From an optimization exercise on the open Yosys and OpenROAD flow, aimed at small area, a short achievable clock period and few clock cycles per item; shortcuts taken in it are not production practice.
RTL that was checked went through simulation tests only; none was proved equivalent to the original.

## trial 59
## dmac_prog_builder
module dmac_prog_builder (
    input  wire        clk,
    input  wire        rst,
    input  wire        cmd_valid,
    output wire        cmd_ready,
    input  wire        cmd_zf,          
    input  wire [31:0] cmd_src,
    input  wire [31:0] cmd_dst,
    input  wire [31:0] cmd_size,
    input  wire [2:0]  cmd_bsz,
    input  wire [4:0]  cmd_blen,
    input  wire [2:0]  cmd_ssz,
    input  wire [5:0]  cmd_periph,
    input  wire [1:0]  cmd_kind,        
    input  wire        cmd_cache,
    input  wire        cmd_nonsecure,
    input  wire [31:0] cmd_buf_base,
    input  wire [31:0] cmd_buf_cap,
    output wire        wr_valid,
    input  wire        wr_ready,
    output wire [31:0] wr_addr,
    output wire [7:0]  wr_data,
    output reg         res_valid,
    output wire [1:0]  res_status,      
    output reg  [3:0]  res_cause,
    output wire [31:0] res_length,
    output wire [31:0] res_needed,
    output reg  [3:0]  res_residual
);
For scale: about 2000 cells after synthesis, ~260 flip-flops, about 18000 µm² of cells after synthesis.
export LEC_CHECK = 0
export CAP_MARGIN = 20
export CORE_MARGIN = 2
export CORE_UTILIZATION = 40
export CTS_BUF_LIST = sky130_fd_sc_hd__clkbuf_8
export SETUP_SLACK_MARGIN = 5
export SLEW_MARGIN = 20
create_clock -name core_clock -period 8.0 [get_ports {clk}]
run.sh (not shown) runs the stock make flow with config.mk's settings and CLKGATE_MAP_FILE= SYNTH_SCRIPT=/design/flow/synth_recipe.tcl, a recipe that flattens the netlist after the stock synthesis.
Both conditions hold for trial 59: the flow ran to the end and the final layout passed the timing, design-rule and antenna checks.
Testbench counts of trial 59, summed over its fixed seeds: cycles 17,742, builds 384.
### trial 59 -> trial 22
diff --git a/flow/design.v b/flow/design.v
--- a/flow/design.v
+++ b/flow/design.v
@@ -75,20 +75,19 @@
     reg        vld;
     reg [7:0]  dat;
     reg [31:0] addr;
     assign cmd_ready = idle;
     assign wr_valid  = vld;
     assign wr_data   = dat;
     assign wr_addr   = addr;
     wire periph = !r_zf && (r_kind != 2'd0);
     wire [3:0] amask = r_zf ? 4'hF : ~(4'hF << r_bsz);
-    wire [33:0] bsum = {2'b00, ~(addr ^ room)} + {1'b0, addr | room, 1'b0};
-    wire bad_buf = bsum[33];
+    wire bad_buf = (room != 32'd0) && ((room - 32'd1) > ~addr);
     reg  [3:0] cause;
     always @(*) begin
         if (r_zf) begin
             if (r_dst[3:0] != 4'd0)                           cause = 4'd6;
             else                                              cause = 4'd8;
         end else begin
             if (r_kind == 2'd3)                               cause = 4'd10;
             else if (r_bsz > 3'd4)                            cause = 4'd1;
             else if (r_ssz > 3'd4 || r_ssz > r_bsz)           cause = 4'd2;
@@ -115,21 +114,19 @@
     wire       c_sc7 = !r_zf && r_cache && (r_kind != 2'd2);
     wire       c_dc7 = !r_zf && r_cache && (r_kind != 2'd1);
     wire       c_p   = !r_zf && r_nonsecure;
     wire [2:0] c_e   = r_zf ? (ist ? 3'd0 : 3'd4) : (ist ? r_ssz : r_bsz);
     wire [3:0] c_l   = ist ? 4'd0 : (r_zf ? 4'd15 : r_blen[3:0] - 4'd1);
     wire [31:0] ccr  = {4'd0, c_dc7, c_dc7, 1'b1, 1'b0, c_p, 1'b0, c_l, c_e, c_di,
                         c_sc7, c_sc7, 1'b1, 1'b0, c_p, 1'b0, c_l, c_e, c_si};
     wire [2:0] e_t     = r_zf ? 3'd0 : r_ssz;
     wire [7:0] t_units = rm >> e_t;
-    wire       f_nz    = (q[31:16] != 16'd0);
-    wire       mid_c   = (q[15:9] != 7'd0) || (q[8] && q[7:0] != 8'd0);
-    wire       lo_nz   = (q[15:0] != 16'd0);
+    reg        f_nz, mid_c, lo_nz, q7_nz, t_nz;
     wire [7:0] pp      = {r_periph, 3'b000};
     wire [2:0] body_n  = r_zf ? 3'd3 : (periph ? 3'd7 : 3'd4);
     wire [2:0] body_l  = r_zf ? 3'd2 : (periph ? 3'd6 : 3'd3);
     wire [4:0] plan_l  = r_zf ? 5'd11 : (periph ? 5'd15 : 5'd12);
     wire [7:0] cnt_m1  = ((ptype == P_TAIL) ? t_units :
                           (ptype == P_MID)  ? q[15:8] : q[7:0]) - 8'd1;
     wire [31:0] imm  = (ip == I_SAR) ? r_src : (ip == I_DAR) ? r_dst : ccr;
     wire [1:0]  bsel = bi[1:0] - 2'd2;
     wire [7:0]  immb = imm[{bsel, 3'b000} +: 8];
@@ -185,33 +182,33 @@
         n_pt = ptype;
         case (ip)
             I_SAR:  n_ip = I_DAR;
             I_DAR:  n_ip = periph ? I_FLP : I_CCRB;
             I_FLP:  n_ip = I_CCRB;
             I_LP1:  n_ip = I_LP0;
             I_LP0:  n_ip = I_BODY;
             I_BODY: n_ip = I_LPE0;
             I_CCRT: begin
-                n_ip = (t_units != 8'd0) ? I_LP0 : I_END;
+                n_ip = t_nz ? I_LP0 : I_END;
                 n_pt = P_TAIL;
             end
             I_END:  n_ip = I_DONE;
             default: begin       
                 if (ip == I_LPE0 && (ptype == P_FULL || ptype == P_MID))
                     n_ip = I_LPE1;
                 else if (ptype == P_TAIL && ip != I_CCRB)
                     n_ip = I_END;
                 else if ((ptype == P_FULL || ip == I_CCRB) && f_nz) begin
                     n_ip = I_LP1; n_pt = P_FULL;
                 end else if ((ptype == P_FULL || ip == I_CCRB) && mid_c) begin
                     n_ip = I_LP1; n_pt = P_MID;
                 end else if ((ptype == P_FULL || ip == I_CCRB) ? lo_nz :
-                             (ptype == P_MID && q[7:0] != 8'd0)) begin
+                             (ptype == P_MID && q7_nz)) begin
                     n_ip = I_LP0; n_pt = P_LO;
                 end else
                     n_ip = I_CCRT;
             end
         endcase
     end
     wire       f_2   = (q[31:17] != 15'd0);
     wire [3:0] s_ip  = f_2 ? I_LP1 : mid_c ? I_LP1 : lo_nz ? I_LP0 : I_CCRT;
     wire [1:0] s_pt  = f_2 ? P_FULL : mid_c ? P_MID : P_LO;
@@ -366,17 +363,27 @@
                         a_last  <= b_last;
                         a_ccrbl <= (ip == I_CCRB) && (bn == 3'd5);
                     end
                 end
             end
             if (ip == I_DONE && !ovf)
                 room[19:0] <= off;
         end
     end
+    wire        dfix  = dcnt[4] && !ddone;
+    wire [15:0] f_src = dfix ? {qtop, q[23:16]} : q[31:16];
+    wire [7:0]  t_src = (dfix ? rfix : rm) >> e_t;
+    always @(posedge clk) begin
+        f_nz  <= (f_src != 16'd0);
+        mid_c <= (q[15:9] != 7'd0) || (q[8] && q[7:0] != 8'd0);
+        lo_nz <= (q[15:0] != 16'd0);
+        q7_nz <= (q[7:0] != 8'd0);
+        t_nz  <= (t_src != 8'd0);
+    end
     always @(posedge clk) begin
         res_cause    <= cause;
         res_residual <= rm[3:0] & ~(4'hF << e_t);
     end
     assign res_status   = {ovf, verr};
     assign res_length   = {12'd0, room[19:0]};
     assign res_needed   = {12'd0, off};
 endmodule
Findings:
Trial 22 ran to completion and came out clean on the timing, design-rule and antenna checks. Sort trial 22 and trial 59 by buffer and inverter count on the worst path, ascending, and trial 22 comes first. Of trial 22 and trial 59, the higher critical path depth belongs to trial 22. Cmp trial 22 vs trial 59: final area lower in trial 22. Top layer reached by signal wires: met4 -> trial 59, met5 -> trial 22. Of trial 22 and trial 59, the higher wire length of the first global-routing pass belongs to trial 59. Higher die area among trial 22 and trial 59: trial 59.
Only the layout flow was run in trial 22; the RTL was not checked for function there.

-- static timing again, ports no longer ideal --
How much do the figures lean on ideal ports? The routed layouts below were timed once more, with nothing changed but the port constraints.
Step 1 assumes that a clkbuf_16 drives the clock port and a buf_2 every other input.
Step 2 moves the port delays by t, midway between the first and last clock arrival at a register: inputs arrive t later, outputs are due t later. That takes back most of the time a late clock gives input paths.
a / b / c = ideal ports / drivers / drivers and shift; a / b = the first two.
run | t, ns | setup WS [ns] | worst register clock-pin slew, ns | cell pins on the clock port's net
trial 59 | 0.673 | 4.917 / 4.917 / 4.368 | 0.07 / 0.07 | 1
trial 22 | 0.684 | 4.049 / 4.049 / 3.995 | 0.07 / 0.07 | 1
After both steps every run listed still meets setup and hold. The setup slack of trial 59, which loses most, moves by 0.000 ns with the drivers and by -0.549 ns with both steps.
